This is an optimization exercise on Yosys and OpenROAD, whose aim is small area, not a production implementation. Only simulation tests tie the RTL to the original design; equivalence was not proved. The flow treats the clock pin as an ideal source, which a real chip does not have. Power is estimated from default activity; no workload was simulated.

## design/flow/flow/run.sh

```bash
#!/bin/bash
# Standard ORFS layout, with every port buffered by the smallest buffer (buf_1)
# instead of the one buffer_ports picks by default. Make's output goes to flow_make.log.
set -euo pipefail
bash standard.sh BUFFER_PORTS_ARGS="-buffer_cell sky130_fd_sc_hd__buf_1" finish > flow_make.log 2>&1
```

## design/flow/config.mk

```make
export PLATFORM = sky130hd
export DESIGN_NAME = rdt3_frame_decoder
export DESIGN_NICKNAME = rdt3_frame_decoder
export VERILOG_FILES = /design/flow/design.v
export SDC_FILE = /design/flow/constraint.sdc
export NUM_CORES = 4
export LEC_CHECK = 0
export CAP_MARGIN = 20
export CORE_MARGIN = 2
export CORE_UTILIZATION = 40
export SLEW_MARGIN = 20
```

## design/flow/standard.sh

```bash
#!/bin/bash
# synth_recipe.tcl (not shown) runs the flow's synth.tcl, then flattens the netlist and writes it again
# the make line also repeats each setting of config.mk as NAME=value (left out here)
make -C /OpenROAD-flow-scripts/flow DESIGN_CONFIG=/design/flow/config.mk WORK_HOME=/design/flow/orfs CLKGATE_MAP_FILE= SYNTH_SCRIPT=/design/flow/synth_recipe.tcl "${@:-finish}"
```

## design/flow/design.v

```verilog
module rdt3_frame_decoder (
    input  wire        clk,
    input  wire        rst,
    input  wire        in_valid,
    output wire        in_ready,
    input  wire [31:0] in_data,
    input  wire [2:0]  in_nbytes,    
    input  wire        in_last,
    output wire        out_valid,
    input  wire        out_ready,
    output wire [31:0] out_seq,
    output wire [31:0] out_ack,
    output wire        out_is_ack,
    output wire [31:0] out_digest,
    output wire [31:0] out_crc,
    output wire        out_corrupt,
    output wire        out_malformed,
    output wire [15:0] out_len,
    output wire [15:0] out_poff,
    output wire [15:0] out_plen
);
    localparam [1:0] PH_CLR = 2'd0, PH_RX = 2'd1, PH_FIN = 2'd2, PH_OUT = 2'd3;
    reg  [1:0]  ph;
    reg  [4:0]  t;           
    reg  [1:0]  bi;          
    reg         rdy;         
    reg  [2:0]  np;          
    reg  [3:0]  nd;          
    reg         neg;         
    reg         bad;         
    reg         d1, d2, d3;  
    reg  [1:0]  cy;          
    reg         ic;          
    reg         diff;        
    reg         isack;
    reg  [31:0] S, A, D, C;  
    reg  [10:0] L, P, Q;     
    wire t31 = (t == 5'd31);
    wire [7:0] cur   = in_data[8*bi +: 8];
    wire       slot  = (ph == PH_RX) && in_valid && !rdy && ({1'b0, bi} < in_nbytes);
    wire       lastb = ({1'b0, bi} + 3'd1 == in_nbytes);
    wire       is_pipe  = (cur == 8'h7C);
    wire       is_minus = (cur == 8'h2D);
    wire       is_digit = (cur[7:4] == 4'h3) && (cur[3:0] <= 4'd9);
    wire       hdr   = !np[2];
    wire       bit_t = cur[t[2:0]];
    wire       fin = (ph == PH_FIN);
    wire       clr = (ph == PH_CLR);
    wire       mal = bad || !np[2];
    wire       xr   = (np[1:0] == 2'd0) ? S[0] : (np[1:0] == 2'd1) ? A[0] : D[0];
    wire       x    = (nd == 4'd0) ? 1'b0 : xr;     
    wire       dbit = (t[4:2] == 3'd0) && bit_t;
    wire [2:0] tot  = {2'b0, d1} + {2'b0, d3} + {2'b0, dbit} + {1'b0, cy};
    wire       nbit = xr ^ d1;                        
    wire       nseen = xr | d1;
    wire       acc_step = slot && hdr && is_digit && (np[1:0] != 2'd2);
    wire       neg_step = slot && hdr && is_pipe && neg;
    wire       fbit = is_pipe ? nbit : tot[0];
    wire       xi   = t[4] ? Q[0] : L[0];
    wire       isum = xi ^ ic;
    wire       t_lo = (t < 5'd11);
    wire       t_hi = t[4] && (t[3:0] < 4'd11);
    wire        crc_step = slot && np[2] && !bad && (t[4:3] == 2'd0);
    wire        cin  = C[0] ^ bit_t;
    wire        fb   = crc_step && !cin;
    wire [31:0] C_sh = {clr ? 1'b0 : fin ? C[0] : cin, C[31:1]} ^ ({32{fb}} & 32'h6DB88320);
    wire S_A_msb = np[0] ? A[31] : S[31];
    wire S_en = (acc_step || neg_step) && (np[1:0] == 2'd0) || fin && mal;
    wire A_en = (acc_step || neg_step) && (np[1:0] == 2'd1) || fin && mal;
    wire D_en = acc_step && (np[1:0] == 2'd3) || fin;
    wire C_en = crc_step || fin && !mal || clr;
    wire L_en = slot && t_lo || clr;
    wire P_en = slot && t_lo && is_pipe && (np == 3'd3) || clr || fin && mal;
    wire Q_en = slot && t_hi && np[2] || clr || fin && mal;
    always @(posedge clk) begin
        if (S_en) S <= {fin ? 1'b1 : fbit, S[31:1]};
        if (A_en) A <= {fin ? 1'b1 : fbit, A[31:1]};
        if (D_en) D <= {fin ? (D[0] && !mal) : tot[0], D[31:1]};
        if (C_en) C <= C_sh;
        if (L_en) L <= {!clr && isum, L[10:1]};
        if (P_en) P <= {!clr && !fin && isum, P[10:1]};
        if (Q_en) Q <= {!clr && !fin && isum, Q[10:1]};
    end
    always @(posedge clk) begin
        if (rst) begin
            ph  <= PH_CLR;
            t   <= 5'd0;
            rdy <= 1'b0;
            bi  <= 2'd0;
        end else begin
            case (ph)
                PH_CLR: begin
                    t <= t + 5'd1;
                    if (t31) ph <= PH_RX;
                end
                PH_RX: begin
                    if (rdy) begin
                        if (in_valid) begin
                            rdy <= 1'b0;
                            if (in_last) ph <= PH_FIN;
                        end
                    end else if (slot) begin
                        t <= t + 5'd1;
                        if (t31) begin
                            bi <= bi + 2'd1;
                            if (lastb) begin
                                bi  <= 2'd0;
                                rdy <= 1'b1;
                            end
                        end
                    end else if (in_valid) begin
                        rdy <= 1'b1;
                    end
                end
                PH_FIN: begin
                    t <= t + 5'd1;
                    if (t31) ph <= PH_OUT;
                end
                default: begin
                    if (out_ready) ph <= PH_CLR;
                end
            endcase
        end
    end
    always @(posedge clk) begin
        if (clr || fin || slot) begin
            if (t31) begin
                d1 <= 1'b0; d2 <= 1'b0; d3 <= 1'b0; cy <= 2'd0;
            end else if (neg_step) begin
                d1 <= nseen;
            end else begin
                d1 <= x; d2 <= d1; d3 <= d2; cy <= tot[2:1];
            end
            ic <= (t[3:0] == 4'd15) ? 1'b1 : (xi && ic);
        end
        if (clr) begin
            np    <= 3'd0;
            nd    <= 4'd0;
            neg   <= 1'b0;
            bad   <= 1'b0;
            diff  <= 1'b0;
        end else if (fin) begin
            if (!mal) diff <= diff || (C[0] ^ D[0]);
            if (mal) isack <= 1'b0;
        end else if (slot && hdr) begin
            if (acc_step && t31 &&
                (x || d1 || d2 || tot[2] || tot[1]))
                bad <= 1'b1;                        
            if (t31) begin
                if (is_pipe) begin
                    if (nd == 4'd0) bad <= 1'b1;
                    if (np[1] == 1'b0 && (neg ? (nseen && !nbit) : S_A_msb))
                        bad <= 1'b1;                
                    np  <= np + 3'd1;
                    nd  <= 4'd0;
                    neg <= 1'b0;
                end else if (is_digit) begin
                    nd <= nd + 4'd1;
                    if (nd == 4'd10) bad <= 1'b1;
                    if (np[1:0] == 2'd2) begin
                        isack <= cur[0];
                        if (nd != 4'd0 || cur[3:1] != 3'd0) bad <= 1'b1;
                    end
                end else if (is_minus && nd == 4'd0 && !neg && np[1] == 1'b0) begin
                    neg <= 1'b1;
                end else begin
                    bad <= 1'b1;
                end
            end
        end
    end
    assign in_ready      = rdy;
    assign out_valid     = (ph == PH_OUT);
    assign out_seq       = S;
    assign out_ack       = A;
    assign out_is_ack    = isack;
    assign out_digest    = D;
    assign out_crc       = C;
    assign out_corrupt   = mal || diff;
    assign out_malformed = mal;
    assign out_len       = {5'd0, L};
    assign out_poff      = {5'd0, P};
    assign out_plen      = {5'd0, Q};
endmodule
```

## design/flow/constraint.sdc

```tcl
create_clock -name core_clock -period 10.0 [get_ports {clk}]
set_input_delay 2.0000 -clock core_clock [delete_from_list [all_inputs] [get_ports {clk}]]
set_output_delay 2.0000 -clock core_clock [all_outputs]
set_load 0.01 [all_outputs]
```

==> out/metrics.yaml, run 1 <==
startpoint: "in_data[25]"
critPathMaxFanout: 5
grt_pass1_wl_um: 23400
stdcell_area_mm2: 0.00901
hold_buffers: 0
core-area_mm2: 0.0187
maxCapViolations: 0
synth_edf_count: 168
clk_pin_slew_ns: 0.07
cts_buffers: 17
htreeDepth: 4
num-fill-cells: 1641
ys_warn_count: 1
reg2reg_slack_ns: 6.27
drt-initial-drc-count: 252
rsz0062_at_grt: "false"
num_antenna_cells: 0
io_buffers: 205
synth.top_cell.area_share_pct: 66.3
worst_pin_slew_ns: 0.970
fp.dieH_um: 142
initial_core_util_pct: 40.6
grt_max_degree: 33
track_usage_pct: 15.1
gp_congestion: 0.829
crit_end: "bad"
finalSetupViolCount: 0
critPathArrivalTime_ns: 4.70
rows: 50
root_buffer: "clkbuf_16"
reg2reg_from: "bi[0]"
syn2layout_area_growth_pct: 18.5
routed_wl_um: 15200
yosysTopAreaCell: "edfxtp_1"
crit_required_ns: 10.28
num_vias: 4483
ir_drop_uv: 81.7
clockBufferDepth: 2
stdcell_count: 917
viasPerCell: 4.89
place_area_mm2: 0.00842
grt_pass1_vias: 4342
synth-seq-area-share_pct: 71.6
avgSynthCellArea_um2: 16.0
setup_tns_ns: 0
fmax_mhz: 226
skew_ns: 0.0123
nets: 734
die_x_um: 142
synthFlopType: "edfxtp_1"
synth.area.top_cells: "edfxtp_1 (66%), dfxtp_1 (5.3%), ha_1 (3.6%)"
postRouteAntennaNets: 0
ys_types: 57
post-route-min-period_ns: 4.42
outcome: "complete, no violations"
ios: 221
total_power_mw: 1.53
dieArea_mm2: 0.0201
synth-async-reset-ratio_pct: 0
p_leak_nw: 3.17
cts_resized: 0
path_class: "in -> reg"
syn-instance-count: 476
first_pass_iters: 4
r2r_end: "bad"
end_kind: "flop"
drv_slew: 0
r2r_cells: 11
antenna_found_initial: 0
drive_gt1_share_pct: 9.22
drc: 0
post-cts-setup-buffers: 0
clock-sinks: 188
relSlewSlack_pct: 35.1
hold_class: "reg -> reg"
wire_per_inst_um: 16.6
grt_overflow: 0
dp_hpwl_um: 11200
synthesis.area_mm2: 0.00760
powerDensity_mw_per_mm2: 170
dp_cells: 885
ys_ff_latch: 188
clk_latency_ns: 0.42
cts_tree: "done"
startpoint_type: "primary input"
post-route-period-util_pct: 44.2
final_hold_viol_count: 0
-- cells by family (layout without fill, tap and decap cells) --
family          Yosys count  after routing  share of synthesized area, %
flops                   188            188                          71.6
simple gates             97             97                          7.26
buf+inv                  69            262                          5.46
compound gates           54             54                          4.56
fa+ha+maj                24             24                          4.15
xor+xnor                 23             23                          2.65
mux                      20             20                          4.26
other cells               1             15                        0.0493
-- routing by layer --
metal | GRT usage, % | vias to the layer above | routed length, um
met5 | 0 | - | 0
met4 | 5.74 | 0 | 216
met3 | 3.78 | 14 | 824
met2 | 24.2 | 154 | 7170
met1 | 19.8 | 2209 | 7010
li1 | - | 2106 | -
-- layout by cell type, fill, tap and decap left out, types with 4 or more instances in the layout --
master / synthesis / layout
nor3_2: 4 / 4
nor2_1: 23 / 23
a21oi_1: 19 / 19
conb_1: 1 / 15
nor3_1: 4 / 4
and2_1: 4 / 4
buf_1: 4 / 205
nand2_1: 20 / 20
buf_4: 33 / 4
mux4_2: 7 / 7
dfxtp_1: 20 / 20
ha_1: 22 / 22
clkbuf_16: 0 / 17
nand3_1: 6 / 6
mux2i_1: 8 / 8
o22ai_1: 4 / 4
nor2b_1: 6 / 6
edfxtp_1: 168 / 168
o21ai_0: 6 / 5
inv_1: 21 / 21
nand2b_1: 8 / 8
xnor2_1: 20 / 20
inv_6: 0 / 4
-- worst max-delay path: stages --
cell	delay, ns
buf_1	0.07
mux4_2	0.54
a22oi_2	0.17
o21ai_1	0.13
and2_1	0.17
fa_1	0.43
ha_1	0.21
fa_1	0.45
nor4_1	0.17
a21oi_1	0.10
a2bb2oi_1	0.16
o22ai_1	0.09
-- final cells by class --
class	instances	area [um2]	area share (%)
repair buffers	209	800	8.87
flip-flops and latches	188	5450	60.4
clock buffers	17	425	4.72
clock inverters	15	159	1.76
well taps	234	293	3.25
inverters	21	78.8	0.875
multi-input cells	233	1810	20.1
-- synthesized netlist by cell type, types with 6 or more instances --
cell type and instances:
edfxtp_1 168, buf_4 33, nor2_1 23, ha_1 22, inv_1 21, dfxtp_1 20, nand2_1 20, xnor2_1 20
a21oi_1 19, mux2i_1 8, nand2b_1 8, clkbuf_1 7, mux4_2 7, nand3_1 6, nor2b_1 6, o21ai_0 6
-- per-stage QoR --
step / utilization [%] / hold slack, ns / setup WS, ns
global placement: 45.0 / 0.432 / 5.18
global route: 48.2 / 0.458 / 5.48
floorplan: - / 0.428 / 4.57
finish: 48.2 / 0.447 / 5.58
detailed placement: 45.0 / 0.430 / 5.13
CTS: 48.2 / 0.446 / 5.60
-- worst min-delay path by stage --
stage / startpoint / endpoint / slack (ns) / cells past startpoint
3_5_place_dp: D[25] / D[24] / 0.43 / 0
2_1_floorplan: C[1] / C[0] / 0.43 / 0
3_3_place_gp: Q[8] / Q[7] / 0.43 / 0
5_1_grt: C[14] / C[13] / 0.46 / 0
4_1_cts: D[25] / D[24] / 0.45 / 0
6_report: D[25] / D[24] / 0.45 / 0
-- sequential cells by signal (all words and copies together) (netlist names), 3 cells and up --
register and flops:
Q 11, D 32, A 32, t 5
P 11, nd 4, L 11, C 32
np 3, S 32
-- where the power goes --
| part | total [mW] | internal (mW) | switching [mW] |
|---|---|---|---|
| registers | 0.846 | 0.843 | 0.00302 |
| logic | 0.0311 | 0.0146 | 0.0166 |
| clock network | 0.653 | 0.352 | 0.301 |
==> run 2, diff against run 1 <==
==> design/flow/run.sh (new file) <==
#!/bin/bash
# synth_recipe.tcl (not shown) runs the flow's synth.tcl, then flattens the netlist and writes it again
# the make line also repeats each setting of config.mk as NAME=value (left out here)
make -C /OpenROAD-flow-scripts/flow DESIGN_CONFIG=/design/flow/config.mk WORK_HOME=/design/flow/orfs CLKGATE_MAP_FILE= SYNTH_SCRIPT=/design/flow/synth_recipe.tcl finish
removed: design/flow/flow/run.sh
removed: design/flow/standard.sh
==> run 2 against run 1 <==
Against the previous run:
- still clean on timing, DRC and antenna
- count of clock-buffer cells in the layout up 2
- utilization up 6.6 points
- critical path depth unchanged
- sequential cell count unchanged
- clock power down 3%
- sequential power about the same
- fmax down 7.5%
- total power down 0.48%
- synthesized area unchanged
- non-clock buffer count unchanged
- largest cell class unchanged
==> out/metrics.yaml, run 2 <==
skew_ns: 0.00920
gp_congestion: 0.845
rsz0062_at_grt: "false"
dp_hpwl_um: 11700
setup_slack_ns: 5.22
syn-instance-count: 476
ys_types: 57
dieArea_mm2: 0.0201
io_buffers: 205
die_x_um: 142
r2r_cells: 11
post-route-period-util_pct: 47.8
core-area_mm2: 0.0187
end_kind: "flop"
clk_pin_slew_ns: 0.07
grt_overflow: 0
finalSetupViolCount: 0
post-route-min-period_ns: 4.78
final_common_cell: "clkdlybuf4s50_1"
outcome: "complete, no violations"
wire_per_inst_um: 17.1
num_vias: 4458
synth_commonest_cells: "edfxtp_1 (168), buf_4 (33), nor2_1 (23)"
routed_wl_um: 15600
initial_core_util_pct: 40.6
drt-initial-drc-count: 281
synth.top_cell.area_share_pct: 66.3
maxCapViolations: 0
cts_tree: "done"
hold_class: "reg -> reg"
stdcell_area_mm2: 0.0103
htreeDepth: 4
final_hold_viol_count: 0
fp.dieH_um: 142
postRouteAntennaNets: 0
post-cts-setup-buffers: 0
synth-async-reset-ratio_pct: 0
startpoint_type: "primary input"
ios: 221
p_leak_nw: 3.68
avgSynthCellArea_um2: 16.0
cts_resized: 0
min_path_cells: 0
cts_buffers: 17
synth_edf_count: 168
synthesis.area_mm2: 0.00760
crit_required_ns: 10.29
synthFlopType: "edfxtp_1"
viasPerCell: 4.87
first_pass_iters: 4
path_class: "in -> reg"
syn2layout_area_growth_pct: 34.9
clk_latency_ns: 0.43
hold_buffers: 0
relSlewSlack_pct: 33.9
ys_warn_count: 1
yosysTopAreaCell: "edfxtp_1"
synth.area.top_cells: "edfxtp_1 (66%), dfxtp_1 (5.3%), ha_1 (3.6%)"
worst_pin_slew_ns: 0.984
antenna_found_initial: 0
nets: 734
grt_max_degree: 33
grt_pass1_wl_um: 24100
drive_gt1_share_pct: 8.80
pre_cts_ws_ns: 4.77
root_buffer: "clkbuf_16"
drv_slew: 0
ys_ff_latch: 188
critPathMaxFanout: 5
synth.most_common_cell: "edfxtp_1"
clock-sinks: 188
fmax_mhz: 209
holdWs_ns: 0.447
place_area_mm2: 0.00971
most-common-layout-cells: "clkdlybuf4s50_1 (205), edfxtp_1 (168), nor2_1 (23)"
setup_tns_ns: 0
num_antenna_cells: 0
clockBufferDepth: 2
rows: 50
ir_drop_uv: 87.0
powerDensity_mw_per_mm2: 149
grt_pass1_vias: 4295
drc: 0
track_usage_pct: 15.7
critPathArrivalTime_ns: 5.06
synth-seq-area-share_pct: 71.6
run 2: cell types whose count changed in the layout (fill, tap and decap cells not counted), moves of 2 or more:
cell             delta
clkbuf_1            +2
clkinv_2            +2
buf_1             -205
clkinv_8            -2
clkdlybuf4s50_1   +205
run 2: cell families after synthesis:
group	synth area share, %
other	0.0493
and+or+nand+nor	7.26
buffers and inverters	5.46
DFF	71.6
AOI/OAI and AO/OA	4.56
adders and majority gates	4.15
xor gates and xnor gates	2.65
muxes	4.26
run 2: layout make-up:
cell class,instances,area (um2)
Timing Repair Buffer,209,2080
Inverter,21,78.8
Multi-Input combinational cell,233,1810
Sequential cell,188,5450
Tap cell,234,293
Clock inverter,12,115
Clock buffer,19,433
Fill cell,1522,8450
run 2: path summary, 6_finish.rpt:
path                from  endpoint  slack, ns
max          in_data[25]       bad       5.22
min                P[10]      P[9]       0.45
max reg2reg        bi[0]       bad       6.25
min reg2reg        P[10]      P[9]       0.45
run 2: metal layers:
| layer | part of all wire (%) | up-vias | GRT usage (%) |
|---|---|---|---|
| met5 | 0 | - | 0 |
| met4 | 1.6 | 0 | 6.05 |
| met3 | 5.9 | 19 | 3.61 |
| li1 | - | 2107 | - |
| met1 | 45 | 2179 | 21.1 |
| met2 | 47 | 153 | 25.0 |
run 2: metrics by stage:
| stage | utilization (%) | total power, mW | cells |
|---|---|---|---|
| after global placement | 51.9 | 0.904 | 885 |
| after floorplan | - | 0.889 | 490 |
| after CTS | 54.8 | 1.54 | 916 |
| after global routing | 54.8 | 1.57 | 916 |
| after detailed placement | 51.9 | 0.905 | 885 |
| final | 54.8 | 1.52 | 916 |
run 2: critical path, cell delays in order:
cell,delay [ns]
clkdlybuf4s50_1,0.39
mux4_2,0.55
a22oi_2,0.18
o21ai_1,0.13
and2_1,0.18
fa_1,0.43
ha_1,0.21
fa_1,0.45
nor4_1,0.19
a21oi_1,0.11
a2bb2oi_1,0.16
o22ai_1,0.08
run 2: power by group:
group | internal [mW] | switching, mW
Combinational | 0.0244 | 0.0167
Sequential | 0.844 | 0.00298
Clock | 0.345 | 0.291
Total | 1.21 | 0.311
==> run 3, diff against run 2 <==
==> design/flow/flow/run.sh (new file) <==
#!/bin/bash
# Standard ORFS layout (the standard.sh) with two changes:
#  - every port is buffered by the smallest buffer (buf_1);
#  - the clock tree uses small clock buffers and no dummy loads.
# Make's full output goes to flow_make.log.
set -euo pipefail
bash standard.sh \
  BUFFER_PORTS_ARGS="-buffer_cell sky130_fd_sc_hd__buf_1" \
  CTS_ARGS="-sink_clustering_enable -repair_clock_nets -buf_list {sky130_fd_sc_hd__clkbuf_2 sky130_fd_sc_hd__clkbuf_4 sky130_fd_sc_hd__clkbuf_8} -root_buf sky130_fd_sc_hd__clkbuf_16 -sink_clustering_size 10 -dont_use_dummy_load" \
  finish > flow_make.log 2>&1
==> design/flow/standard.sh (new file) <==
#!/bin/bash
# synth_recipe.tcl (not shown) runs the flow's synth.tcl, then flattens the netlist and writes it again
# the make line also repeats each setting of config.mk as NAME=value (left out here)
make -C /OpenROAD-flow-scripts/flow DESIGN_CONFIG=/design/flow/config.mk WORK_HOME=/design/flow/orfs CLKGATE_MAP_FILE= SYNTH_SCRIPT=/design/flow/synth_recipe.tcl "${@:-finish}"
--- a/design/flow/config.mk
+++ b/design/flow/config.mk
@@ -8,4 +8,4 @@
 export CAP_MARGIN = 20
 export CORE_MARGIN = 2
-export CORE_UTILIZATION = 40
+export CORE_UTILIZATION = 60
 export SLEW_MARGIN = 20
removed: design/flow/run.sh
==> run 3 against run 2 <==
Against the previous run:
- sequential power is essentially flat
- design area shrank 16%
- sequential share of layout area grew 10 points
- die area shrank 32%
- synthesized cell count is the same
- critical endpoint is now A[10]
- largest power group unchanged
- highest routed layer unchanged
==> out/metrics.yaml, run 3 <==
die_x_um: 117
max_stage_delay_ns: 0.82
end_kind: "flop"
drive_gt1_share_pct: 7.20
synth.area.top_cells: "edfxtp_1 (66%), dfxtp_1 (5.3%), ha_1 (3.6%)"
switching_share_pct: 18.9
rsz0062_at_grt: "false"
routed_wl_um: 14100
fp.dieH_um: 117
synth-async-reset-ratio_pct: 0
path_buf_inv: 1
initial_core_util_pct: 60.7
power.share.sequential_pct: 67.4
relSlewSlack_pct: 34.2
synth_edf_count: 168
worst_pin_slew_ns: 0.983
track_usage_pct: 20.8
grt_pass1_vias: 4055
post-route-period-util_pct: 46.1
synth_commonest_cells: "edfxtp_1 (168), buf_4 (33), nor2_1 (23)"
synth.top_cell.area_share_pct: 66.3
most-common-layout-cells: "buf_1 (205), edfxtp_1 (168), nor2_1 (23)"
hold_buffers: 0
cts_buffers: 17
power_switching_mw: 0.237
regArea_mm2: 0.00545
synth.most_common_cell: "edfxtp_1"
holdWs_ns: 0.416
synthFlopType: "edfxtp_1"
cts_tree: "done"
crit_chain: "buf_1 > nand2b_1 > mux4_1 > or4b_4 > nor4_4 > a41oi_1 > o21ai_4"
post-route-min-period_ns: 4.61
path_class: "in -> reg"
fmax_mhz: 217
p_clk_share_pct: 30.1
root_buffer: "clkbuf_16"
hold_class: "reg -> reg"
antenna_found_initial: 0
finalSetupViolCount: 0
final_common_cell: "buf_1"
gp_congestion: 0.784
wire_per_inst_um: 16.8
power_frac_comb_pct: 2.5
multiInputGateArea_mm2: 0.00182
dieArea_mm2: 0.0136
internal_power_mw: 1.02
critPathSlowestCell: "o21ai_4"
grt_max_degree: 33
rows: 41
synth-seq-area-share_pct: 71.6
outcome: "complete, no violations"
first_pass_iters: 4
ys_types: 57
avgSynthCellArea_um2: 16.0
skew_ns: 0.0520
num-fill-cells: 920
syn2layout_area_growth_pct: 13.0
clockBufferDepth: 2
drv_slew: 0
grt_overflow: 0
cp_top_family: "compound AO/OA/AOI/OAI gates"
crit_required_ns: 9.99
ios: 221
clk_latency_ns: 0.39
powerDensity_mw_per_mm2: 146
drc: 0
post-cts-setup-buffers: 0
grt_pass1_wl_um: 21000
io_buffers: 205
maxCapViolations: 0
synthesis.area_mm2: 0.00760
startpoint_type: "primary input"
critPathMaxFanout: 32
ys_ff_latch: 188
clock-sinks: 188
cts_resized: 0
syn-instance-count: 476
nets: 733
dp_hpwl_um: 10400
critPathArrivalTime_ns: 4.60
ir_drop_uv: 83.0
postRouteAntennaNets: 0
drt-initial-drc-count: 409
ys_warn_count: 1
utilization_pct: 68.7
p_leak_nw: 3.01
final_hold_viol_count: 0
viasPerCell: 5.24
num_antenna_cells: 0
clk_pin_slew_ns: 0.11
core-area_mm2: 0.0125
yosysTopAreaCell: "edfxtp_1"
htreeDepth: 4
num_vias: 4395
setup_tns_ns: 0
## run 3: area by class of cell
cell class | count | share of cell area [%]
Timing Repair Buffer | 208 | 9.22
Inverter | 21 | 0.917
Tap cell | 172 | 2.50
Multi-Input combinational cell | 233 | 21.1
Clock buffer | 17 | 2.85
Sequential cell | 188 | 63.4
## run 3: worst paths after layout
path	start	end	slack (ns)	cells past startpoint
worst max-delay path	in_data[15]	A[10]	5.39	7
worst min-delay path	Q[7]	Q[6]	0.42	0
worst max register to register	bi[0]	bad	6.22	11
worst min register to register	Q[7]	Q[6]	0.42	0
## run 3: cell families after synthesis
| kind of cell | count (synthesis) | share of synthesized area [%] |
|---|---|---|
| compound gates | 54 | 4.56 |
| xor+xnor | 23 | 2.65 |
| fa+ha+maj | 24 | 4.15 |
| buf+inv | 69 | 5.46 |
| flops | 188 | 71.6 |
| mux | 20 | 4.26 |
| other cells | 1 | 0.0493 |
| simple gates | 97 | 7.26 |
## run 3: power groups by stage
stage / clock (mW) / sequential, mW / combinational (mW)
6_report: 0.378 / 0.846 / 0.0315
5_1_grt: 0.417 / 0.846 / 0.0355
4_1_cts: 0.389 / 0.846 / 0.0316
3_5_place_dp: 0 / 0.864 / 0.0315
3_3_place_gp: 0 / 0.864 / 0.0301
2_1_floorplan: 0 / 0.861 / 0.0278
## run 3: routing by layer
| metal | global-route usage (%) | routed length, um | up-vias |
|---|---|---|---|
| li1 | - | - | 2075 |
| met1 | 29.2 | 6300 | 2142 |
| met2 | 32.0 | 6620 | 171 |
| met3 | 6.90 | 1080 | 7 |
| met4 | 5.18 | 121 | 0 |
| met5 | 0 | 0 | - |
## run 3: stage by stage
step                cell area, um2  power (mW)  setup WS (ns)  std cells
floorplan                     7660       0.889           4.57        490
global placement              8350       0.894           5.04        822
detailed placement            8350       0.895           4.99        822
CTS                           8590        1.27           5.42        839
global route                  8590        1.30           5.24        839
finish                        8590        1.26           5.39        839
==> run 4, diff against run 3 <==
==> design/flow/flow/run.sh (replaced) <==
#!/bin/bash
# Layout flow: the standard ORFS layout (standard.sh) with these changes:
#  - synthesis: the standard synthesis script, except that the final ABC
#    mapping uses an area script (flow/synth_area.tcl, flow/abc_area.script) and
#    Yosys's full-adder extraction is skipped (ADDER_MAP_FILE empty); the
#    registers are the same as the standard synthesis's;
#  - every port is buffered by the smallest buffer (buf_1);
#  - the clock tree is built from clkbuf_8 leaves under a clkbuf_16 root, with
#    no dummy loads.
# Make's full output goes to flow_make.log; ORFS's per-step logs are under orfs/logs.
set -euo pipefail
here=$(pwd)
bash standard.sh \
  SYNTH_SCRIPT="$here/flow/synth_area.tcl" \
  ADDER_MAP_FILE= \
  BUFFER_PORTS_ARGS="-buffer_cell sky130_fd_sc_hd__buf_1" \
  CTS_ARGS="-sink_clustering_enable -repair_clock_nets -buf_list sky130_fd_sc_hd__clkbuf_8 -root_buf sky130_fd_sc_hd__clkbuf_16 -sink_clustering_size 10 -dont_use_dummy_load" \
  finish > flow_make.log 2>&1
==> design/flow/flow/abc_area.script (new file) <==
strash
dch
map -a
mfs2
strash
dch
map -a
topo
stime -c
==> design/flow/flow/synth_area.tcl (new file) <==
# The standard synthesis (synth_recipe.tcl), with one change: the final ABC
# technology mapping uses an area-oriented script (abc_area.script beside this
# file) instead of ORFS's delay-oriented one. Registers and names are unchanged.
proc synth {args} { yosys synth -nofsm -noshare {*}$args }
set ::area_abc_script [file join [file dirname [file normalize [info script]]] abc_area.script]
proc abc {args} {
  set i [lsearch -exact $args -script]
  if { $i >= 0 } {
    lset args [expr { $i + 1 }] $::area_abc_script
  }
  puts "abc (area script): $args"
  yosys abc {*}$args
}
source $::env(SCRIPTS_DIR)/synth.tcl
# left out here: clear keep_hierarchy, flatten, clean up, hide names made inside functions, write 1_2_yosys.v
--- a/design/flow/config.mk
+++ b/design/flow/config.mk
@@ -8,4 +8,4 @@
 export CAP_MARGIN = 20
 export CORE_MARGIN = 2
-export CORE_UTILIZATION = 60
+export CORE_UTILIZATION = 45
 export SLEW_MARGIN = 20
==> run 4 against run 3 <==
Against the previous run:
- still clean
- critical path depth increased by 9
- sequential power about the same
- worst hold slack improved by 0.010 ns
- sequential cell count unchanged
- via count increased by 4.1%
- die area increased by 24%
- synthesized cell count increased by 10%
- utilization decreased by 16 points
- clock skew decreased by 0.022 ns
- critical endpoint is now nd[3]
==> out/metrics.yaml, run 4 <==
most-common-layout-cells: "buf_1 (205), edfxtp_1 (168), nor2_1 (62)"
critPathArrivalTime_ns: 4.33
postRouteAntennaNets: 0
path_depth: 16
syn2layout_area_growth_pct: 16.5
rows: 46
setup_tns_ns: 0
path_class: "in -> reg"
crit_required_ns: 10.24
nets: 776
drive_gt1_share_pct: 4.63
maxCapViolations: 0
clk_pin_slew_ns: 0.09
crit_chain: "buf_1 > nand3_1 > nor2_1 > clkinv_1 > nor2_1 > clkinv_1 > nor2_1 > clkinv_1 > nor2_1 > clkinv_1 > nor2_1 > clkinv_1 > nand2_1 > nand4_1 > o21ai_0 > a21oi_1"
grt_pass1_vias: 4316
synth.top_cell.area_share_pct: 70.8
viasPerCell: 4.82
stdcell_area_mm2: 0.00830
ios: 221
utilization_pct: 53.0
syn-instance-count: 524
cts_buffers: 17
avgSynthCellArea_um2: 13.6
p_leak_nw: 2.83
dp_hpwl_um: 10700
clockBufferDepth: 2
critPathMaxFanout: 4
pre_cts_ws_ns: 5.37
synth-async-reset-ratio_pct: 0
grt_max_degree: 33
end_kind: "flop"
ys_ff_latch: 188
min_path_cells: 0
skew_ns: 0.0299
cp_top_family: "simple AND/OR/NAND/NOR gates"
io_buffers: 205
synth_commonest_cells: "edfxtp_1 (168), nor2_1 (62), clkinv_1 (56)"
yosysTopAreaCell: "edfxtp_1"
r2r_cells: 13
stdcell_count: 950
max_stage_delay_ns: 0.23
ys_warn_count: 1
post-route-period-util_pct: 40.9
fmax_mhz: 244
grt_pass1_wl_um: 21900
startpoint_type: "primary input"
powerDensity_mw_per_mm2: 151
clk_latency_ns: 0.37
gp_congestion: 0.895
num-fill-cells: 1412
synth.area.top_cells: "edfxtp_1 (71%), dfxtp_1 (5.6%), buf_4 (3.5%)"
num_antenna_cells: 0
worst_pin_slew_ns: 0.661
synth_edf_count: 168
relSlewSlack_pct: 55.9
dp_cells: 932
final_hold_viol_count: 0
post-cts-setup-buffers: 0
fp.dieH_um: 130
synth-seq-area-share_pct: 76.4
wire_per_inst_um: 15.2
initial_core_util_pct: 45.5
place_area_mm2: 0.00805
routed_wl_um: 14400
grt_overflow: 0
synthesis.area_mm2: 0.00713
dieArea_mm2: 0.0169
track_usage_pct: 17.1
first_pass_iters: 4
synthFlopType: "edfxtp_1"
drv_slew: 0
ir_drop_uv: 81.3
num_vias: 4575
path_buf_inv: 6
synth.most_common_cell: "edfxtp_1"
hold_buffers: 0
final_common_cell: "buf_1"
core-area_mm2: 0.0157
holdWs_ns: 0.426
drt-initial-drc-count: 262
root_buffer: "clkbuf_16"
clock-sinks: 188
hold_class: "reg -> reg"
antenna_found_initial: 0
ys_types: 31
rsz0062_at_grt: "false"
outcome: "complete, no violations"
cts_resized: 0
post-route-min-period_ns: 4.09
finalSetupViolCount: 0
total_power_mw: 1.25
htreeDepth: 4
setup_slack_ns: 5.91
critPathSlowestCell: "nor2_1"
drc: 0
die_x_um: 130
cts_tree: "done"
## run 4: cell count changes in the layout (fill, tap and decap cells not counted), sizes merged, moves of 9 or more
cell / change
clkinv: +56
inv: -21
a21oi: +12
mux4: -9
o21ai: +15
nand3: +11
ha: -22
nand2: +35
nor2: +38
## run 4: kinds of logic (layout without fill, tap and decap cells)
logic type	count (synthesis)	after routing	synth area share [%]
flops	188	188	76.4
other cells	1	15	0.0526
compound gates	76	76	6.09
buf+inv	89	285	6.43
xor+xnor	17	17	2.09
simple gates	153	153	8.94
## run 4: per-layer routing
| layer | vias to the layer above | track usage, % | part of all wire, % |
|---|---|---|---|
| met5 | - | 0 | 0 |
| met2 | 170 | 27.1 | 48 |
| li1 | 2216 | - | - |
| met1 | 2183 | 22.7 | 45 |
| met3 | 6 | 5.13 | 6.3 |
| met4 | 0 | 5.50 | 0.66 |
## run 4: worst register-to-register path: stages (launching register included)
cell and delay [ns]:
dfxtp_1 0.75, clkinv_1 0.57, o21ai_0 0.30, o21ai_0 0.24
nor3_1 0.25, nand2_1 0.16, nor2_1 0.21, clkinv_1 0.13
nor2_1 0.23, clkinv_1 0.15, nand2_1 0.14, nand4_1 0.14
o21ai_0 0.22, a21oi_1 0.06
## run 4: final cells by class
type                       count  area, um2  area share (%)
inverter                      56        210            2.53
sequential                   188       5450            65.6
clock buffer                  17        245            2.95
tap                          216        270            3.25
multi-input combinational    261       1310            15.8
timing repair buffer         212        822            9.90
## run 4: path summary, 6_finish.rpt
path | startpoint | end | slack [ns]
setup reg to reg | bi[0] | nd[3] | 6.31
setup / recovery | in_valid | nd[3] | 5.91
hold / removal | Q[8] | Q[7] | 0.43
hold reg to reg | Q[8] | Q[7] | 0.43
## run 4: power breakdown
group          total [mW]  switching (mW)  internal, mW
clock               0.381           0.220         0.161
combinational      0.0259          0.0163       0.00959
sequential          0.844        0.000929         0.843
total                1.25           0.237          1.01
==> run 5, diff against run 4 <==
--- a/design/flow/design.v
+++ b/design/flow/design.v
@@ -35,8 +35,9 @@
     reg         isack;
     reg  [31:0] S, A, D, C;  
-    reg  [10:0] L, P, Q;     
+    reg  [10:0] L, P;        
+    reg  [9:0]  Q;           
     wire t31 = (t == 5'd31);
     wire [7:0] cur   = in_data[8*bi +: 8];
-    wire       slot  = (ph == PH_RX) && in_valid && !rdy && ({1'b0, bi} < in_nbytes);
+    wire       slot  = (ph == PH_RX) && in_valid && !rdy && (in_nbytes != 3'd0);
     wire       lastb = ({1'b0, bi} + 3'd1 == in_nbytes);
     wire       is_pipe  = (cur == 8'h7C);
@@ -60,5 +61,5 @@
     wire       isum = xi ^ ic;
     wire       t_lo = (t < 5'd11);
-    wire       t_hi = t[4] && (t[3:0] < 4'd11);
+    wire       t_hi = t[4] && (t[3:0] < 4'd10);
     wire        crc_step = slot && np[2] && !bad && (t[4:3] == 2'd0);
     wire        cin  = C[0] ^ bit_t;
@@ -80,5 +81,5 @@
         if (L_en) L <= {!clr && isum, L[10:1]};
         if (P_en) P <= {!clr && !fin && isum, P[10:1]};
-        if (Q_en) Q <= {!clr && !fin && isum, Q[10:1]};
+        if (Q_en) Q <= {!clr && !fin && isum, Q[9:1]};
     end
     always @(posedge clk) begin
@@ -181,4 +182,4 @@
     assign out_len       = {5'd0, L};
     assign out_poff      = {5'd0, P};
-    assign out_plen      = {5'd0, Q};
+    assign out_plen      = {6'd0, Q};
 endmodule
--- a/design/flow/config.mk
+++ b/design/flow/config.mk
@@ -8,4 +8,4 @@
 export CAP_MARGIN = 20
 export CORE_MARGIN = 2
-export CORE_UTILIZATION = 45
+export CORE_UTILIZATION = 35
 export SLEW_MARGIN = 20
==> run 5 against run 4 <==
Against the previous run:
- fmax shrank 11%
- cell count grew 4.8%
- via count up 0.26%
- non-clock buffer count down 4
- clock power grew 2%
- total power rose by 0.37%
- worst setup slack lost 0.53 ns
- sequential power is 0.5% lower
- synthesized area fell by 0.32%
- worst hold slack improved by 0.0060 ns
- global-route usage fell by 2.7 points
==> out/metrics.yaml, run 5 <==
cts_resized: 0
clk_latency_ns: 0.38
setup_slack_ns: 5.38
gp_congestion: 0.823
ir_drop_uv: 113
setup_tns_ns: 0
initial_core_util_pct: 35.3
r2r_end: "S[27]"
path_depth: 10
dieArea_mm2: 0.0215
critPathArrivalTime_ns: 4.61
grt_overflow: 0
routed_wl_um: 15500
root_buffer: "clkbuf_16"
power_frac_comb_pct: 2.2
worst_pin_slew_ns: 1.01
relSlewSlack_pct: 32.0
num_antenna_cells: 0
hold_buffers: 0
synth.most_common_cell: "edfxtp_1"
io_buffers: 204
viasPerCell: 4.61
max_stage_delay_ns: 0.72
reg2reg_slack_ns: 5.51
ys_warn_count: 1
crit_end: "S[27]"
clockBufferDepth: 2
utilization_pct: 41.2
startpoint_type: "primary input"
synth_commonest_cells: "edfxtp_1 (167), nor2_1 (71), nand2_1 (58)"
rsz0062_at_grt: "false"
synth-async-reset-ratio_pct: 0
htreeDepth: 4
drt-initial-drc-count: 272
path_class: "in -> reg"
end_kind: "flop"
most-common-layout-cells: "buf_1 (204), edfxtp_1 (167), nor2_1 (71)"
grt_pass1_wl_um: 23500
post-route-period-util_pct: 46.2
synth-seq-area-share_pct: 76.2
reg2reg_from: "bi[0]"
p_leak_nw: 2.86
outcome: "complete, no violations"
antenna_found_initial: 0
power.share.sequential_pct: 66.9
num_vias: 4587
powerDensity_mw_per_mm2: 152
nets: 768
startpoint: "in_data[28]"
internal_power_mw: 1.01
pre_cts_ws_ns: 5.04
syn2layout_area_growth_pct: 16.6
wire_per_inst_um: 15.5
clk_pin_slew_ns: 0.09
path_buf_inv: 2
grt_pass1_vias: 4323
crit_required_ns: 9.98
finalSetupViolCount: 0
switching_share_pct: 19.6
ys_types: 32
rows: 52
r2r_cells: 9
syn-instance-count: 520
ios: 221
post-cts-setup-buffers: 0
final_hold_viol_count: 0
post-route-min-period_ns: 4.62
skew_ns: 0.0215
critPathSlowestCell: "a31o_2"
synth_edf_count: 167
yosysTopAreaCell: "edfxtp_1"
synthesis.area_mm2: 0.00710
cp_top_family: "compound AO/OA/AOI/OAI gates"
fp.dieH_um: 146
drc: 0
final_common_cell: "buf_1"
synth.area.top_cells: "edfxtp_1 (71%), dfxtp_1 (5.6%), nor2_1 (3.8%)"
hold_class: "reg -> reg"
synth.top_cell.area_share_pct: 70.6
avgSynthCellArea_um2: 13.7
die_x_um: 146
drv_slew: 0
cts_buffers: 17
crit_chain: "buf_1 > nand2_1 > nand3_1 > nand2_1 > a2111oi_0 > nand3_1 > nor2_1 > clkinv_1 > o22ai_1 > a31o_2"
clock-sinks: 187
drive_gt1_share_pct: 3.31
track_usage_pct: 14.3
maxCapViolations: 0
ys_ff_latch: 187
power_switching_mw: 0.246
p_clk_share_pct: 30.9
first_pass_iters: 4
synthFlopType: "edfxtp_1"
critPathMaxFanout: 32
grt_max_degree: 33
postRouteAntennaNets: 0
core-area_mm2: 0.0201
fmax_mhz: 216
num-fill-cells: 1980
dp_hpwl_um: 11300
cts_tree: "done"
## run 5: cell types whose count changed after synthesis, moves of 2 or more
cell / before / now
a21oi_1: 31 / 22
o21ai_0: 25 / 16
xor2_1: 3 / 5
nand3_1: 17 / 15
clkinv_1: 56 / 49
a31o_2: 0 / 2
o211ai_1: 0 / 4
nand2_1: 55 / 58
nor3_1: 8 / 17
or2_2: 4 / 0
nor2_1: 62 / 71
## run 5: layout make-up
type / instances / area, um2 / share of cell area (%)
clock buffers: 17 / 245 / 2.96
inverters: 49 / 184 / 2.22
multi-input cells: 265 / 1310 / 15.8
flip-flops and latches: 187 / 5420 / 65.4
well taps: 270 / 338 / 4.08
repair buffers: 208 / 796 / 9.61
## run 5: worst min-delay path by stage
| stage | startpoint | to | slack, ns | cells past startpoint |
|---|---|---|---|---|
| 2_1_floorplan | diff | diff | 0.42 | 2 |
| 3_3_place_gp | L[1] | L[0] | 0.43 | 0 |
| 3_5_place_dp | S[25] | S[24] | 0.43 | 0 |
| 4_1_cts | L[2] | L[1] | 0.44 | 0 |
| 5_1_grt | L[2] | L[1] | 0.45 | 0 |
| 6_report | L[2] | L[1] | 0.43 | 0 |
## run 5: cells by family after synthesis
kind of cell,share of synthesized area (%)
other cells,0.0528
simple gates,9.33
buf+inv,6.18
compound gates,5.72
xor+xnor,2.34
flops,76.2
fa+ha+maj,0.141
## run 5: power groups by stage
stage	sequential (mW)	clock [mW]	combinational, mW
final	0.840	0.388	0.0280
after floorplan	0.857	0	0.0210
after global routing	0.839	0.433	0.0317
after detailed placement	0.857	0	0.0276
after CTS	0.839	0.405	0.0279
after global placement	0.857	0	0.0274
## run 5: worst reg2reg max path: stages (launching register included)
cell and delay [ns]:
dfxtp_1 0.84, clkinv_1 0.67, nand2_1 0.23, nand3_1 0.11, a2111oi_0 0.64, nand3_1 0.29, nor2_1 0.23, clkinv_1 0.15
o22ai_1 0.22, a31o_2 0.72
## run 5: routing by layer
layer	wire, um	global-route usage [%]	vias up
li1	-	-	2202
met1	7230	19.7	2179
met2	6780	21.5	195
met3	1300	5.72	11
met4	160	3.54	0
met5	0	0	-
## run 5: through the flow
stage	hold WS (ns)	power, mW	cells	cell area, um2
floorplan	0.425	0.878	535	7160
global placement	0.428	0.885	979	8040
detailed placement	0.431	0.885	979	8040
CTS	0.441	1.27	996	8280
global route	0.446	1.30	996	8280
finish	0.432	1.26	996	8280
==> run 6, diff against run 5 <==
--- a/design/flow/flow/run.sh
+++ b/design/flow/flow/run.sh
@@ -15,4 +15,4 @@
   ADDER_MAP_FILE= \
   BUFFER_PORTS_ARGS="-buffer_cell sky130_fd_sc_hd__buf_1" \
-  CTS_ARGS="-sink_clustering_enable -repair_clock_nets -buf_list sky130_fd_sc_hd__clkbuf_8 -root_buf sky130_fd_sc_hd__clkbuf_16 -sink_clustering_size 10 -dont_use_dummy_load" \
-  finish > flow_make.log 2>&1
+  CTS_ARGS="-sink_clustering_enable -repair_clock_nets -buf_list sky130_fd_sc_hd__clkbuf_8 -root_buf sky130_fd_sc_hd__clkbuf_16 -sink_clustering_size 20 -dont_use_dummy_load" \
+  SKIP_REPAIR_TIE_FANOUT=1 finish > flow_make.log 2>&1
==> run 6 against run 5 <==
Against the previous run:
- clock power about the same
- global-route usage down 0.081 points
- still clean
- via count shrank 1.1%
- combinational power about the same
- critical endpoint is now S[28]
==> out/metrics.yaml, run 6 <==
outcome: "complete, no violations"
cp_top_family: "compound AO/OA/AOI/OAI gates"
routed_wl_um: 15400
viasPerCell: 4.62
syn2layout_area_growth_pct: 15.9
drt-initial-drc-count: 255
startpoint: "in_data[30]"
postRouteAntennaNets: 0
avgSynthCellArea_um2: 13.7
maxCapViolations: 0
synthFlopType: "edfxtp_1"
critPathArrivalTime_ns: 4.60
setup_tns_ns: 0
final_hold_viol_count: 0
cts_tree: "done"
num_vias: 4535
ys_types: 32
ys_ff_latch: 187
post-route-period-util_pct: 46.1
synthesis.area_mm2: 0.00710
max_stage_delay_ns: 0.71
ys_warn_count: 1
clock-sinks: 187
place_area_mm2: 0.00798
synth-async-reset-ratio_pct: 0
first_pass_iters: 4
yosysTopAreaCell: "edfxtp_1"
powerDensity_mw_per_mm2: 152
num_antenna_cells: 0
finalSetupViolCount: 0
regArea_mm2: 0.00542
path_buf_inv: 2
nets: 753
path_depth: 9
wire_per_inst_um: 15.6
path_class: "in -> reg"
rsz0062_at_grt: "false"
clockBufferDepth: 2
ios: 221
die_x_um: 146
clk_pin_slew_ns: 0.10
core-area_mm2: 0.0201
synth_commonest_cells: "edfxtp_1 (167), nor2_1 (71), nand2_1 (58)"
synth.top_cell.area_share_pct: 70.6
stdcell_area_mm2: 0.00823
grt_max_degree: 33
num-fill-cells: 1924
htreeDepth: 4
critPathSlowestCell: "a31o_2"
total_power_mw: 1.25
r2r_end: "S[28]"
stdcell_count: 981
io_buffers: 204
multiInputGateArea_mm2: 0.00125
fp.dieH_um: 146
worst_pin_slew_ns: 0.988
holdWs_ns: 0.429
dp_hpwl_um: 11200
crit_end: "S[28]"
synth-seq-area-share_pct: 76.2
gp_congestion: 0.831
drv_slew: 0
drc: 0
antenna_found_initial: 0
synth.area.top_cells: "edfxtp_1 (71%), dfxtp_1 (5.6%), nor2_1 (3.8%)"
post-cts-setup-buffers: 0
syn-instance-count: 520
crit_chain: "buf_1 > nand2_1 > a32o_1 > a2111oi_0 > nand3_1 > nor2_1 > clkinv_1 > o22ai_1 > a31o_2"
r2r_cells: 9
startpoint_type: "primary input"
skew_ns: 0.0341
fmax_mhz: 217
cts_buffers: 17
synth_edf_count: 167
initial_core_util_pct: 35.3
end_kind: "flop"
final_common_cell: "buf_1"
grt_pass1_wl_um: 23400
dp_cells: 964
hold_class: "reg -> reg"
dieArea_mm2: 0.0215
clk_latency_ns: 0.38
crit_required_ns: 9.99
reg2reg_slack_ns: 5.51
track_usage_pct: 14.3
most-common-layout-cells: "buf_1 (204), edfxtp_1 (167), nor2_1 (71)"
cts_resized: 0
synth.most_common_cell: "edfxtp_1"
rows: 52
post-route-min-period_ns: 4.61
critPathMaxFanout: 32
root_buffer: "clkbuf_16"
hold_buffers: 0
p_leak_nw: 2.81
grt_overflow: 0
relSlewSlack_pct: 33.7
ir_drop_uv: 75.6
grt_pass1_vias: 4265
reg2reg_from: "bi[0]"
drive_gt1_share_pct: 3.52
run 6: cell types whose count changed in the layout (fill, tap and decap cells not counted):
cell / before / now
conb_1: 16 / 1
o21ai_1: 2 / 1
o21ai_2: 0 / 1
run 6: worst reg2reg max path, stage by stage (launching register included):
cell and delay (ns):
dfxtp_1 0.84, clkinv_1 0.68, nand2_1 0.22, nand3_1 0.10, a2111oi_0 0.64, nand3_1 0.29
nor2_1 0.23, clkinv_1 0.15, o22ai_1 0.23, a31o_2 0.71
run 6: cell families (layout without fill, tap and decap cells):
group                      Yosys count  count (layout)  synth area share (%)
and+or+nand+nor                    164             164                  9.33
DFF                                187             187                  76.2
xor gates and xnor gates            19              19                  2.34
other                                1               1                0.0528
AOI/OAI and AO/OA                   65              65                  5.72
adders and majority gates            1               1                 0.141
buffers and inverters               83             274                  6.18
run 6: worst min path at each step:
stage	startpoint	to	depth (start not counted)	slack (ns)
final	S[26]	S[25]	0	0.43
after global routing	S[26]	S[25]	0	0.44
after CTS	S[26]	S[25]	0	0.42
after detailed placement	S[24]	S[23]	0	0.43
after global placement	D[11]	D[10]	0	0.43
after floorplan	diff	diff	2	0.42
run 6: final cells by class:
class	count	share of cell area (%)
timing repair buffer	208	9.67
inverter	49	2.23
tap	270	4.10
sequential	187	65.8
multi-input combinational	250	15.2
clock buffer	17	2.98
run 6: layer usage:
metal  routed length, um  global-route usage (%)  vias up
met5                   0                       0        -
met4                 161                    3.88        0
met3                1320                    5.31       11
met2                6550                    20.7      198
met1                7320                    20.2     2143
li1                    -                       -     2183
run 6: through the flow:
step	worst slack, ns	util [%]
final	5.39	40.9
after global routing	5.17	40.9
after CTS	5.45	40.9
after detailed placement	5.04	39.7
after global placement	5.03	39.7
after floorplan	5.77	-
run 6: report_power, final:
group / total [mW] / leakage (nW) / switching, mW / internal [mW]
clock: 0.386 / 0.127 / 0.225 / 0.161
sequential: 0.840 / 1.90 / 0.00129 / 0.838
combinational: 0.0277 / 0.790 / 0.0182 / 0.00954
total: 1.25 / 2.81 / 0.244 / 1.01
==> run 7, diff against run 6 <==
--- a/design/flow/flow/run.sh
+++ b/design/flow/flow/run.sh
@@ -15,4 +15,4 @@
   ADDER_MAP_FILE= \
   BUFFER_PORTS_ARGS="-buffer_cell sky130_fd_sc_hd__buf_1" \
-  CTS_ARGS="-sink_clustering_enable -repair_clock_nets -buf_list sky130_fd_sc_hd__clkbuf_8 -root_buf sky130_fd_sc_hd__clkbuf_16 -sink_clustering_size 20 -dont_use_dummy_load" \
-  SKIP_REPAIR_TIE_FANOUT=1 finish > flow_make.log 2>&1
+  CTS_ARGS="-sink_clustering_enable -repair_clock_nets -buf_list sky130_fd_sc_hd__clkbuf_8 -root_buf sky130_fd_sc_hd__clkbuf_16 -sink_clustering_size 30 -sink_clustering_max_diameter 60 -dont_use_dummy_load" \
+   finish > flow_make.log 2>&1
==> run 7 against run 6 <==
Against the previous run:
- still clean on timing, DRC and antenna
- routed wire length increased by 0.75%
- cell count increased by 1.5%
- sequential share of layout area decreased by 0.42 points
- synthesized cell count unchanged
- first-iteration DRC count increased by 6.7%
- largest power group unchanged
- highest routed layer unchanged
==> out/metrics.yaml, run 7 <==
grt_pass1_vias: 4323
gp_congestion: 0.823
critPathMaxFanout: 32
yosysTopAreaCell: "edfxtp_1"
path_class: "in -> reg"
nets: 768
io_buffers: 204
synth-seq-area-share_pct: 76.2
rsz0062_at_grt: "false"
fmax_mhz: 216
dieArea_mm2: 0.0215
drt-initial-drc-count: 272
grt_overflow: 0
hold_class: "reg -> reg"
grt_max_degree: 33
synth-async-reset-ratio_pct: 0
finalSetupViolCount: 0
root_buffer: "clkbuf_16"
p_leak_nw: 2.86
critPathArrivalTime_ns: 4.61
postRouteAntennaNets: 0
worst_pin_slew_ns: 1.01
synth.top_cell.area_share_pct: 70.6
wire_per_inst_um: 15.5
synth.most_common_cell: "edfxtp_1"
ys_warn_count: 1
avgSynthCellArea_um2: 13.7
crit_chain: "buf_1 > nand2_1 > nand3_1 > nand2_1 > a2111oi_0 > nand3_1 > nor2_1 > clkinv_1 > o22ai_1 > a31o_2"
synthFlopType: "edfxtp_1"
cts_tree: "done"
clk_pin_slew_ns: 0.09
synth.area.top_cells: "edfxtp_1 (71%), dfxtp_1 (5.6%), nor2_1 (3.8%)"
num_vias: 4587
first_pass_iters: 4
fp.dieH_um: 146
maxCapViolations: 0
initial_core_util_pct: 35.3
setup_slack_ns: 5.38
dp_hpwl_um: 11300
clk_latency_ns: 0.38
max_stage_delay_ns: 0.72
end_kind: "flop"
routed_wl_um: 15500
pre_cts_ws_ns: 5.04
ir_drop_uv: 113
syn-instance-count: 520
outcome: "complete, no violations"
cts_buffers: 17
drc: 0
powerDensity_mw_per_mm2: 152
synth_commonest_cells: "edfxtp_1 (167), nor2_1 (71), nand2_1 (58)"
synth_edf_count: 167
post-route-min-period_ns: 4.62
most-common-layout-cells: "buf_1 (204), edfxtp_1 (167), nor2_1 (71)"
num_antenna_cells: 0
track_usage_pct: 14.3
cts_resized: 0
skew_ns: 0.0215
syn2layout_area_growth_pct: 16.6
die_x_um: 146
grt_pass1_wl_um: 23500
relSlewSlack_pct: 32.0
core-area_mm2: 0.0201
final_hold_viol_count: 0
crit_required_ns: 9.98
ios: 221
viasPerCell: 4.61
final_common_cell: "buf_1"
clock-sinks: 187
drive_gt1_share_pct: 3.31
hold_buffers: 0
drv_slew: 0
post-route-period-util_pct: 46.2
post-cts-setup-buffers: 0
ys_ff_latch: 187
clockBufferDepth: 2
synthesis.area_mm2: 0.00710
setup_tns_ns: 0
antenna_found_initial: 0
startpoint_type: "primary input"
critPathSlowestCell: "a31o_2"
htreeDepth: 4
rows: 52
ys_types: 32
==> run 7: cell count changes in the layout (fill, tap and decap cells not counted) <==
| cell | change |
|---|---|
| conb_1 | +15 |
| o21ai_1 | +1 |
| o21ai_2 | -1 |
==> run 7: layout make-up <==
| type | instances | area, um2 |
|---|---|---|
| clock buffer | 17 | 245 |
| fill | 1980 | 11800 |
| inverter | 49 | 184 |
| multi-input combinational | 265 | 1310 |
| sequential | 187 | 5420 |
| tap | 270 | 338 |
| timing repair buffer | 208 | 796 |
==> run 7: final timing paths <==
path,start,to,slack (ns),cells after the start
hold / removal,L[2],L[1],0.43,0
setup reg to reg,bi[0],S[27],5.51,9
setup / recovery,in_data[28],S[27],5.38,10
hold reg to reg,L[2],L[1],0.43,0
==> run 7: critical path: cells and delay by family <==
family | cells | cell delay (ns)
compound gates | 3 | 1.53
simple gates | 5 | 0.84
buf+inv | 2 | 0.22
==> run 7: cell families (layout without fill, tap and decap cells) <==
family          Yosys count  count (layout)  share of synthesized area, %
fa+ha+maj                 1               1                         0.141
simple gates            164             164                          9.33
compound gates           65              65                          5.72
xor+xnor                 19              19                          2.34
other cells               1              16                        0.0528
flops                   187             187                          76.2
buf+inv                  83             274                          6.18
==> run 7: power by group <==
part | leakage [nW] | switching, mW | internal (mW) | total [mW]
sequential | 1.90 | 0.00114 | 0.838 | 0.840
clock | 0.127 | 0.227 | 0.161 | 0.388
combinational | 0.838 | 0.0185 | 0.00955 | 0.0280
total | 2.86 | 0.246 | 1.01 | 1.26
==> run 7: layer usage <==
layer	vias up	track usage (%)	part of all wire, %
li1	2202	-	-
met1	2179	19.7	47
met2	195	21.5	44
met3	11	5.72	8.4
met4	0	3.54	1.0
met5	-	0	0
==> run 7: stage by stage <==
step / power [mW] / cells / hold slack [ns] / utilization [%] / area [um2]
after floorplan: 0.878 / 535 / 0.425 / - / 7160
after global placement: 0.885 / 979 / 0.428 / 40.0 / 8040
after detailed placement: 0.885 / 979 / 0.431 / 40.0 / 8040
after CTS: 1.27 / 996 / 0.441 / 41.2 / 8280
after global routing: 1.30 / 996 / 0.446 / 41.2 / 8280
final: 1.26 / 996 / 0.432 / 41.2 / 8280
==> run 8, diff against run 7 <==
--- a/design/flow/flow/run.sh
+++ b/design/flow/flow/run.sh
@@ -6,6 +6,8 @@
 #    registers are the same as the standard synthesis's;
 #  - every port is buffered by the smallest buffer (buf_1);
+#  - constant outputs share one tie cell (SKIP_REPAIR_TIE_FANOUT);
 #  - the clock tree is built from clkbuf_8 leaves under a clkbuf_16 root, with
-#    no dummy loads.
+#    no dummy loads, and then each clock buffer is shrunk to the smallest one
+#    that keeps clock-pin slews under 110 ps (flow/downsize.tcl, a POST_CTS hook).
 # Make's full output goes to flow_make.log; ORFS's per-step logs are under orfs/logs.
 set -euo pipefail
@@ -15,4 +17,6 @@
   ADDER_MAP_FILE= \
   BUFFER_PORTS_ARGS="-buffer_cell sky130_fd_sc_hd__buf_1" \
-  CTS_ARGS="-sink_clustering_enable -repair_clock_nets -buf_list sky130_fd_sc_hd__clkbuf_8 -root_buf sky130_fd_sc_hd__clkbuf_16 -sink_clustering_size 30 -sink_clustering_max_diameter 60 -dont_use_dummy_load" \
-   finish > flow_make.log 2>&1
+  SKIP_REPAIR_TIE_FANOUT=1 \
+  CTS_ARGS="-sink_clustering_enable -repair_clock_nets -buf_list sky130_fd_sc_hd__clkbuf_8 -root_buf sky130_fd_sc_hd__clkbuf_16 -dont_use_dummy_load" \
+  POST_CTS_TCL="$here/flow/downsize.tcl" \
+  finish > flow_make.log 2>&1
==> design/flow/flow/downsize.tcl (new file) <==
set ds_limit 0.110
set ds_sizes {sky130_fd_sc_hd__clkbuf_1 sky130_fd_sc_hd__clkbuf_2 sky130_fd_sc_hd__clkbuf_4 sky130_fd_sc_hd__clkbuf_8 sky130_fd_sc_hd__clkbuf_16}
proc ds_worst_clk_slew {} {
  set worst 0
  foreach p [get_pins -hierarchical */CLK] {
    set s [get_property $p slew_max]
    if { $s > $worst } { set worst $s }
  }
  return $worst
}
proc ds_area {m} { return [get_property [lindex [get_lib_cells */$m] 0] area] }
estimate_parasitics -placement
set base [ds_worst_clk_slew]
puts "downsize: worst clock-pin slew before [format %.4f $base]"
set lim [expr { max($ds_limit, $base) }]
set changed 0
foreach inst [get_cells *] {
  set m [get_property $inst ref_name]
  set i [lsearch -exact $ds_sizes $m]
  if { $i <= 0 } { continue }
  for { set j 0 } { $j < $i } { incr j } {
    set cand [lindex $ds_sizes $j]
    replace_cell $inst $cand
    estimate_parasitics -placement
    set w [ds_worst_clk_slew]
    if { $w <= $lim } {
      puts "downsize: [get_property $inst name] $m -> $cand (worst [format %.4f $w])"
      incr changed
      break
    }
    replace_cell $inst $m
  }
}
estimate_parasitics -placement
puts "downsize: $changed buffers changed, worst clock-pin slew now [format %.4f [ds_worst_clk_slew]]"
--- a/design/flow/config.mk
+++ b/design/flow/config.mk
@@ -8,4 +8,5 @@
 export CAP_MARGIN = 20
 export CORE_MARGIN = 2
-export CORE_UTILIZATION = 35
+export CORE_UTILIZATION = 45
+export PLACE_DENSITY = 0.85
 export SLEW_MARGIN = 20
==> run 8 against run 7 <==
Against the previous run:
- global-route usage rose by 3.1 points
- sequential cell count unchanged
- clock skew rose by 0.010 ns
- worst hold slack improved by 0.0099 ns
- utilization grew 12 points
- critical path type is now reg -> reg
- largest cell class unchanged
==> out/metrics.yaml, run 8 <==
num_vias: 4623
setup_slack_ns: 5.56
worst_pin_slew_ns: 1.03
final_common_cell: "buf_1"
critPathArrivalTime_ns: 4.82
track_usage_pct: 17.5
ys_warn_count: 1
stdcell_count: 920
postRouteAntennaNets: 0
skew_ns: 0.0315
min_path_cells: 0
final_hold_viol_count: 0
avgSynthCellArea_um2: 13.7
dieArea_mm2: 0.0168
gp_congestion: 0.899
cts_tree: "done"
drc: 0
r2r_cells: 9
core-area_mm2: 0.0153
syn-instance-count: 520
num_antenna_cells: 0
outcome: "complete, no violations"
dp_cells: 903
critPathMaxFanout: 32
synth_edf_count: 167
synth.area.top_cells: "edfxtp_1 (71%), dfxtp_1 (5.6%), nor2_1 (3.8%)"
rsz0062_at_grt: "false"
fp.dieH_um: 130
die_x_um: 130
synth_commonest_cells: "edfxtp_1 (167), nor2_1 (71), nand2_1 (58)"
yosysTopAreaCell: "edfxtp_1"
holdWs_ns: 0.442
hold_class: "reg -> reg"
most-common-layout-cells: "buf_1 (204), edfxtp_1 (167), nor2_1 (71)"
ios: 221
multiInputGateArea_mm2: 0.00125
clk_latency_ns: 0.78
pre_cts_ws_ns: 4.95
path_class: "reg -> reg"
post-route-min-period_ns: 4.44
drv_slew: 0
syn2layout_area_growth_pct: 14.2
nets: 751
antenna_found_initial: 0
startpoint_type: "flop"
routed_wl_um: 15000
synth-async-reset-ratio_pct: 0
clock-sinks: 187
maxCapViolations: 0
synthFlopType: "edfxtp_1"
regArea_mm2: 0.00542
wire_per_inst_um: 16.3
synth.top_cell.area_share_pct: 70.6
clk_pin_slew_ns: 0.10
num-fill-cells: 1292
post-route-period-util_pct: 44.4
fmax_mhz: 225
synthesis.area_mm2: 0.00710
end_kind: "flop"
first_pass_iters: 5
synth-seq-area-share_pct: 76.2
grt_overflow: 0
ys_ff_latch: 187
dp_hpwl_um: 11000
grt_pass1_vias: 4209
ir_drop_uv: 107
setup_tns_ns: 0
drive_gt1_share_pct: 3.24
crit_required_ns: 10.38
grt_pass1_wl_um: 21900
synth.most_common_cell: "edfxtp_1"
io_buffers: 204
initial_core_util_pct: 46.4
rows: 45
p_leak_nw: 2.79
powerDensity_mw_per_mm2: 150
viasPerCell: 5.03
finalSetupViolCount: 0
grt_max_degree: 33
ys_types: 32
drt-initial-drc-count: 231
relSlewSlack_pct: 30.7
run 8: cell counts after synthesis:
Identical to the previous run, type by type.
run 8: path summary, 6_finish.rpt:
kind / start / slack [ns] / to
max: bi[0] / 5.56 / A[30]
min: L[2] / 0.44 / L[1]
max reg2reg: bi[0] / 5.56 / A[30]
min reg2reg: L[2] / 0.44 / L[1]
run 8: through the flow:
stage | cell area (um2) | total power, mW | util, %
finish | 8110 | 1.22 | 53.0
global route | 8110 | 1.27 | 53.0
detailed placement | 7890 | 0.884 | 51.5
global placement | 7890 | 0.883 | 51.5
floorplan | 7100 | 0.878 | -
run 8: logic make-up (layout without fill, tap and decap cells):
logic type | count (synthesis) | in the layout | synth area share [%]
compound gates | 65 | 65 | 5.72
xor+xnor | 19 | 19 | 2.34
fa+ha+maj | 1 | 1 | 0.141
buf+inv | 83 | 272 | 6.18
flops | 187 | 187 | 76.2
other cells | 1 | 1 | 0.0528
simple gates | 164 | 164 | 9.33
run 8: worst max-delay path, cell delays in order, from the launching register on:
cell and delay, ns:
dfxtp_1 0.85, clkinv_1 0.64, nand2_1 0.17, nand3_1 0.10, a2111oi_0 0.67, nand3_1 0.30, nor2_1 0.22, clkinv_1 0.15
o22ai_1 0.22, a31o_2 0.71
run 8: layout make-up:
type | instances | share of cell area, %
flip-flops and latches | 187 | 66.8
clock buffers | 17 | 2.62
multi-input cells | 250 | 15.5
well taps | 211 | 3.26
inverters | 49 | 2.27
repair buffers | 206 | 9.63
run 8: metal layers:
layer,track usage [%],routed length [um]
met5,0,0
met4,4.17,167
met3,6.11,1390
met2,28.9,7110
met1,22.2,6360
run 8: where the power goes:
| part | internal (mW) | switching [mW] |
|---|---|---|
| logic | 0.00955 | 0.0176 |
| clock network | 0.135 | 0.217 |
| registers | 0.838 | 0.00122 |
| total | 0.982 | 0.235 |

==> what the ideal ports hide <==
How much do the figures lean on ideal ports? The routed layouts below were timed once more, with nothing changed but the port constraints. Step 1, drivers: a clkbuf_16 drives clk and a buf_2 each remaining input, both assumed. Step 2 adds t to the input delays and takes it off the output delays; t is the mean of the earliest and latest rising clock arrival at the registers after step 1. Input paths then give back, and output paths get back, about the clock's delay inside the block. Three values: ideal ports, drivers, drivers and shift; two values: the first two.
run | t, ns | slack for setup (ns) | worst setup path after step 2
run 1 | 0.464 | 5.583 / 5.607 / 5.143 | input to register
run 2 | 0.466 | 5.224 / 5.242 / 4.776 | input to register
run 3 | 0.410 | 5.389 / 5.410 / 5.000 | input to register
run 4 | 0.404 | 5.907 / 5.921 / 5.517 | input to register
run 5 | 0.402 | 5.376 / 5.391 / 4.989 | input to register
run 6 | 0.402 | 5.394 / 5.408 / 5.005 | input to register
run 7 | 0.402 | 5.376 / 5.391 / 4.989 | input to register
run 8 | 0.790 | 5.563 / 5.563 / 4.921 | input to register
After both steps every run listed still meets setup and hold. For run 8, which loses most, drivers alone change the setup slack by 0.000 ns; drivers and shift together by -0.642 ns.
